Background: an optimization exercise with open tools, aiming at small area, a short achievable clock period and few clock cycles. Do not read the settings as production practice.
The RTL was checked by simulation tests, not by an equivalence proof against the original design.

## run A
## xsalsa20_ksg
module xsalsa20_ksg (
    input  wire         clk,
    input  wire         rst,
    input  wire         cmd_valid,
    output wire         cmd_ready,
    input  wire [255:0] cmd_key,
    input  wire [191:0] cmd_nonce,
    input  wire [63:0]  cmd_ctr,
    input  wire [15:0]  cmd_nblocks,
    output wire         ks_valid,
    input  wire         ks_ready,
    output wire [511:0] ks_data,
    output wire         ks_last
);
Size in the first run: roughly 7800 cells after synthesis, roughly 77000 um2 of cells after synthesis.
clock: 35.0 ns
lec_check: 0
cap_margin: 20
core_margin: 2
core_utilization: 30
slew_margin: 20
standard.sh (not shown) runs the stock make flow with config.mk's settings and CLKGATE_MAP_FILE= SYNTH_SCRIPT=/design/flow/synth_recipe.tcl, a recipe that flattens the netlist after the stock synthesis.
==> flow/flow/run.sh <==
#!/bin/bash
# The standard layout (standard.sh: the standard synthesis and ORFS steps)
# with two changes in how the layout is made; the clock period, the SDC and
# every check are unchanged:
#  * the resizer's timing repair is asked for extra setup slack, so the round
#    logic is sized for speed instead of being left at the minimum sizes that
#    already meet the 35 ns clock;
#  * every input and output port still gets its own buffer, but a plain
#    buf_1 instead of the delay cell buffer_ports picks by default (the
#    repair steps resize it where a port needs more drive).
set -euo pipefail
MARGIN=${REPAIR_MARGIN:-23}
bash standard.sh SETUP_SLACK_MARGIN=$MARGIN \
    "BUFFER_PORTS_ARGS=-buffer_cell sky130_fd_sc_hd__buf_1" \
    finish > standard_flow.log 2>&1
Testbench counts of run A, summed over its fixed seeds: cycles 37,931.
What run B does differently from run A at the input level:
- a change of CAP_MARGIN from 20 to 40
[summary]
Run B: post-CTS setup buffer count is 1 higher than what run A reported.
On routed wire length, run A and run B are neck and neck.
Run A -> run B: count of port buffers added during placement delta 0, exact match
Going from run A to run B, the final critical path time including I/O delays and setup was found to have gone up by 26 ps.
Run B ended with more total number of vias than run A.
On setup slack after placement, run B does better than run A.
On total of clock buffers placed in the layout, the lower figure sits with run A, not run B.
Compared with run A, run B shows design area that has gone up slightly.
Inputs modified between run B and run C:
- SETUP_SLACK_MARGIN newly set to 0.3
==> flow/run.sh (new file) <==
#!/bin/bash
# synth_recipe.tcl (not shown) runs the flow's synth.tcl, then flattens the netlist and writes it again
# the make line also repeats each setting of config.mk as NAME=value (left out here)
make -C /OpenROAD-flow-scripts/flow DESIGN_CONFIG=/design/flow/config.mk WORK_HOME=/design/flow/orfs CLKGATE_MAP_FILE= SYNTH_SCRIPT=/design/flow/synth_recipe.tcl finish
removed: flow/flow/run.sh
removed: flow/standard.sh
==> run summary <==
Run B has a lower ratio of final minimum period to clock period than run C.
Run B reports its worst setup path endpoint as ks_data[479] while run C reports x[177]$_DFFE_PP_.
A commonest non-fill, non-tap cell in the layout of buf_1 is what run B shows, while clkdlybuf4s50_1 belongs to run C.
Run C ended up with a higher final-layout worst hold slack than run B did.
Summary — number of CTS-inserted buffers, run C relative to run B: lower, by about 4%.
Run C vs. run B: via density per instance went down, post-synthesis to final-layout area growth went up, via count of the first global-routing pass went down.
The lower count of cell instances traversed by the critical path came out of run B.
Between run C and run B, the wire length does not differ in any meaningful way.
Run comparison: run B cell with the largest stage delay on the worst path edfxtp_1; run C cell with the largest stage delay on the worst path xnor2_2
Modified inputs, run D compared to run C
- CAP_MARGIN changed from 40 to 20
--- outcome ---
- Going from run C to run D, count of clock buffers in the final design grew slightly.
- Post-route cell area: run D vs run C down 1200 um2
- [run D] flow finished | final checks: failed | reasons: capacitance limit, slew limit
- [compare] base=run C new=run D: setup slack fell by 390 ps; sequential share of cell area rose by 0.34 points; TritonCTS buffer count rose by about 0.9%.

---

The RTL this note starts from:
==> flow/design.v <==
module salsa20_add32 (
    input  wire [31:0] a,
    input  wire [31:0] b,
    output wire [31:0] s
);
    wire [31:0] p0 = a ^ b;
    wire [31:0] g0 = a & b;
    wire [31:0] g [0:5];
    wire [31:0] p [0:5];
    assign g[0] = g0;
    assign p[0] = p0;
    genvar l, i;
    generate
        for (l = 0; l < 5; l = l + 1) begin : g_lvl
            for (i = 0; i < 32; i = i + 1) begin : g_bit
                if ((i >> l) & 1) begin : g_comb
                    localparam integer J = ((i >> l) << l) - 1;
                    assign g[l+1][i] = g[l][i] | (p[l][i] & g[l][J]);
                    assign p[l+1][i] = p[l][i] & p[l][J];
                end else begin : g_pass
                    assign g[l+1][i] = g[l][i];
                    assign p[l+1][i] = p[l][i];
                end
            end
        end
    endgenerate
    assign s = p0 ^ {g[5][30:0], 1'b0};
endmodule
module salsa20_qr (
    input  wire [31:0] a_i,
    input  wire [31:0] b_i,
    input  wire [31:0] c_i,
    input  wire [31:0] d_i,
    output wire [31:0] a_o,
    output wire [31:0] b_o,
    output wire [31:0] c_o,
    output wire [31:0] d_o
);
    wire [31:0] s1, s2, s3, s4;
    salsa20_add32 u_s1 (.a(a_i), .b(d_i), .s(s1));
    wire [31:0] b1 = b_i ^ {s1[24:0], s1[31:25]};    
    salsa20_add32 u_s2 (.a(b1), .b(a_i), .s(s2));
    wire [31:0] c1 = c_i ^ {s2[22:0], s2[31:23]};    
    salsa20_add32 u_s3 (.a(c1), .b(b1), .s(s3));
    wire [31:0] d1 = d_i ^ {s3[18:0], s3[31:19]};    
    salsa20_add32 u_s4 (.a(d1), .b(c1), .s(s4));
    wire [31:0] a1 = a_i ^ {s4[13:0], s4[31:14]};    
    assign a_o = a1;
    assign b_o = b1;
    assign c_o = c1;
    assign d_o = d1;
endmodule
module salsa20_round (
    input  wire [511:0] x_i,
    output wire [511:0] x_o      
);
    wire [31:0] x [0:15];
    wire [31:0] y [0:15];    
    genvar i;
    generate
        for (i = 0; i < 16; i = i + 1) begin : g_words
            assign x[i] = x_i[32*i +: 32];
            assign x_o[32*i +: 32] = y[4*(i%4) + i/4];
        end
    endgenerate
    salsa20_qr u_c0 (.a_i(x[0]),  .b_i(x[4]),  .c_i(x[8]),  .d_i(x[12]),
                     .a_o(y[0]),  .b_o(y[4]),  .c_o(y[8]),  .d_o(y[12]));
    salsa20_qr u_c1 (.a_i(x[5]),  .b_i(x[9]),  .c_i(x[13]), .d_i(x[1]),
                     .a_o(y[5]),  .b_o(y[9]),  .c_o(y[13]), .d_o(y[1]));
    salsa20_qr u_c2 (.a_i(x[10]), .b_i(x[14]), .c_i(x[2]),  .d_i(x[6]),
                     .a_o(y[10]), .b_o(y[14]), .c_o(y[2]),  .d_o(y[6]));
    salsa20_qr u_c3 (.a_i(x[15]), .b_i(x[3]),  .c_i(x[7]),  .d_i(x[11]),
                     .a_o(y[15]), .b_o(y[3]),  .c_o(y[7]),  .d_o(y[11]));
endmodule
module xsalsa20_ksg (
    input  wire         clk,
    input  wire         rst,
    input  wire         cmd_valid,
    output wire         cmd_ready,
    input  wire [255:0] cmd_key,
    input  wire [191:0] cmd_nonce,
    input  wire [63:0]  cmd_ctr,
    input  wire [15:0]  cmd_nblocks,
    output wire         ks_valid,
    input  wire         ks_ready,
    output wire [511:0] ks_data,
    output wire         ks_last
);
    localparam [31:0] SIGMA0 = 32'h61707865;
    localparam [31:0] SIGMA1 = 32'h3320646e;
    localparam [31:0] SIGMA2 = 32'h79622d32;
    localparam [31:0] SIGMA3 = 32'h6b206574;
    localparam [1:0] S_IDLE  = 2'd0;   
    localparam [1:0] S_ROUND = 2'd1;   
    localparam [1:0] S_LOAD  = 2'd2;   
    localparam [1:0] S_OUT   = 2'd3;   
    reg [1:0]   state;
    reg         hs;          
    reg [4:0]   round;       
    reg [511:0] x;           
    reg [255:0] subkey;
    reg [63:0]  ntail;       
    reg [63:0]  ctr;         
    reg [15:0]  remaining;   
    wire [511:0] x_r;
    salsa20_round u_round (.x_i(x), .x_o(x_r));
    function [511:0] load_state;
        input [255:0] k;
        input [127:0] v;
        begin
            load_state = {SIGMA3, k[255:128], SIGMA2, v, SIGMA1, k[127:0], SIGMA0};
        end
    endfunction
    wire [63:0]  ctr_inc  = ctr + 64'd1;
    wire [63:0]  ctr_load = (state == S_OUT) ? ctr_inc : ctr;
    wire [511:0] hs_init  = load_state(cmd_key, cmd_nonce[127:0]);
    wire [511:0] blk_init = load_state(subkey, {ctr_load, ntail});
    wire [511:0] j        = load_state(subkey, {ctr, ntail});
    wire last_round = (round == 5'd19);
    wire last_block = (remaining == 16'd1);
    always @(posedge clk) begin
        if (rst) begin
            state     <= S_IDLE;
            round     <= 5'd0;
            remaining <= 16'd0;
        end else begin
            case (state)
                S_IDLE: begin
                    if (cmd_valid) begin
                        x         <= hs_init;
                        ntail     <= cmd_nonce[191:128];
                        ctr       <= cmd_ctr;
                        remaining <= cmd_nblocks;
                        hs        <= 1'b1;
                        round     <= 5'd0;
                        state     <= S_ROUND;
                    end
                end
                S_ROUND: begin
                    x     <= x_r;
                    round <= last_round ? 5'd0 : round + 5'd1;
                    if (last_round) begin
                        if (hs) begin
                            subkey <= {x_r[32*9 +: 32], x_r[32*8 +: 32], x_r[32*7 +: 32], x_r[32*6 +: 32],
                                       x_r[32*15 +: 32], x_r[32*10 +: 32], x_r[32*5 +: 32], x_r[32*0 +: 32]};
                            state  <= S_LOAD;
                        end else begin
                            state  <= S_OUT;
                        end
                    end
                end
                S_LOAD: begin
                    x     <= blk_init;
                    hs    <= 1'b0;
                    state <= S_ROUND;
                end
                S_OUT: begin
                    if (ks_ready) begin
                        remaining <= remaining - 16'd1;
                        if (last_block) begin
                            state <= S_IDLE;
                        end else begin
                            x     <= blk_init;
                            ctr   <= ctr_inc;
                            state <= S_ROUND;
                        end
                    end
                end
                default: state <= S_IDLE;
            endcase
        end
    end
    genvar w;
    generate
        for (w = 0; w < 16; w = w + 1) begin : g_ff
            salsa20_add32 u_ff (.a(x[32*w +: 32]), .b(j[32*w +: 32]), .s(ks_data[32*w +: 32]));
        end
    endgenerate
    assign cmd_ready = (state == S_IDLE);
    assign ks_valid  = (state == S_OUT);
    assign ks_last   = last_block;
endmodule
Settings: LEC_CHECK=0, CAP_MARGIN=20, CORE_MARGIN=2, CORE_UTILIZATION=30, SLEW_MARGIN=20; clock period 35.0 ns.
==> flow/flow/run.sh <==
#!/bin/bash
# The standard layout (standard.sh: the standard synthesis and ORFS steps)
# with two changes in how the layout is made; the clock period, the SDC and
# every check are unchanged:
#  * the resizer's timing repair is asked for extra setup slack, so the round
#    logic is sized for speed instead of being left at the minimum sizes that
#    already meet the 35 ns clock;
#  * every input and output port still gets its own buffer, but a plain
#    buf_1 instead of the delay cell buffer_ports picks by default (the
#    repair steps resize it where a port needs more drive).
set -euo pipefail
MARGIN=${REPAIR_MARGIN:-23.6}
bash standard.sh SETUP_SLACK_MARGIN=$MARGIN \
    "BUFFER_PORTS_ARGS=-buffer_cell sky130_fd_sc_hd__buf_1" \
    finish > standard_flow.log 2>&1
Testbench counts at the start, summed over its fixed seeds: cycles 37,931.
Change:
--- a/flow/flow/run.sh
+++ b/flow/flow/run.sh
@@ -11,3 +11,3 @@
 set -euo pipefail
-MARGIN=${REPAIR_MARGIN:-23.6}
+MARGIN=${REPAIR_MARGIN:-23.4}
 bash standard.sh SETUP_SLACK_MARGIN=$MARGIN \
The new run finished with timing, DRC and antenna clean.
Register-to-register slack degrades by 0.20 ns.
Non-clock buffer count went down by 53.
Die area is unchanged.

## re-timing with driven ports
In the flow no input, the clock included, has a driving cell. The finished layouts below were timed again as built, in two steps. Step 1 sets driving cells, clkbuf_16 on the clock port and buf_2 on the other inputs (assumed; they add their load-dependent delay and slew). Step 2 times the ports against the registers' clock, not the clock port: input delays grow and output delays shrink by t, the midpoint of the rising clock arrivals with the driver on. a / b / c = no drivers / after step 1 / after step 2; a / b = the first two.
run | t, ns | setup slack, ns | hold WS [ns] | worst setup path after step 2 | pins driven straight from the clock port
run A | 0.909 | 23.124 / 23.032 / 23.373 | 0.485 / 0.485 / 0.485 | input to register | 1
run B | 0.927 | 23.097 / 23.001 / 23.184 | 0.483 / 0.483 / 0.483 | register to register | 1
run C | 0.895 | 21.370 / 21.370 / 21.370 | 0.501 / 0.501 / 0.501 | register to register | 1
run D | 0.899 | 20.982 / 20.888 / 21.346 | 0.484 / 0.484 / 0.484 | register to register | 1
the first run of note 2 | 0.912 | 23.554 / 23.459 / 23.411 | 0.485 / 0.485 / 0.485 | input to register | 1
the second run of note 2 | 0.900 | 23.377 / 23.284 / 23.382 | 0.485 / 0.485 / 0.485 | input to register | 1
For the first run of note 2, which loses most, drivers alone change the setup slack by -0.095 ns; drivers and shift together by -0.143 ns.
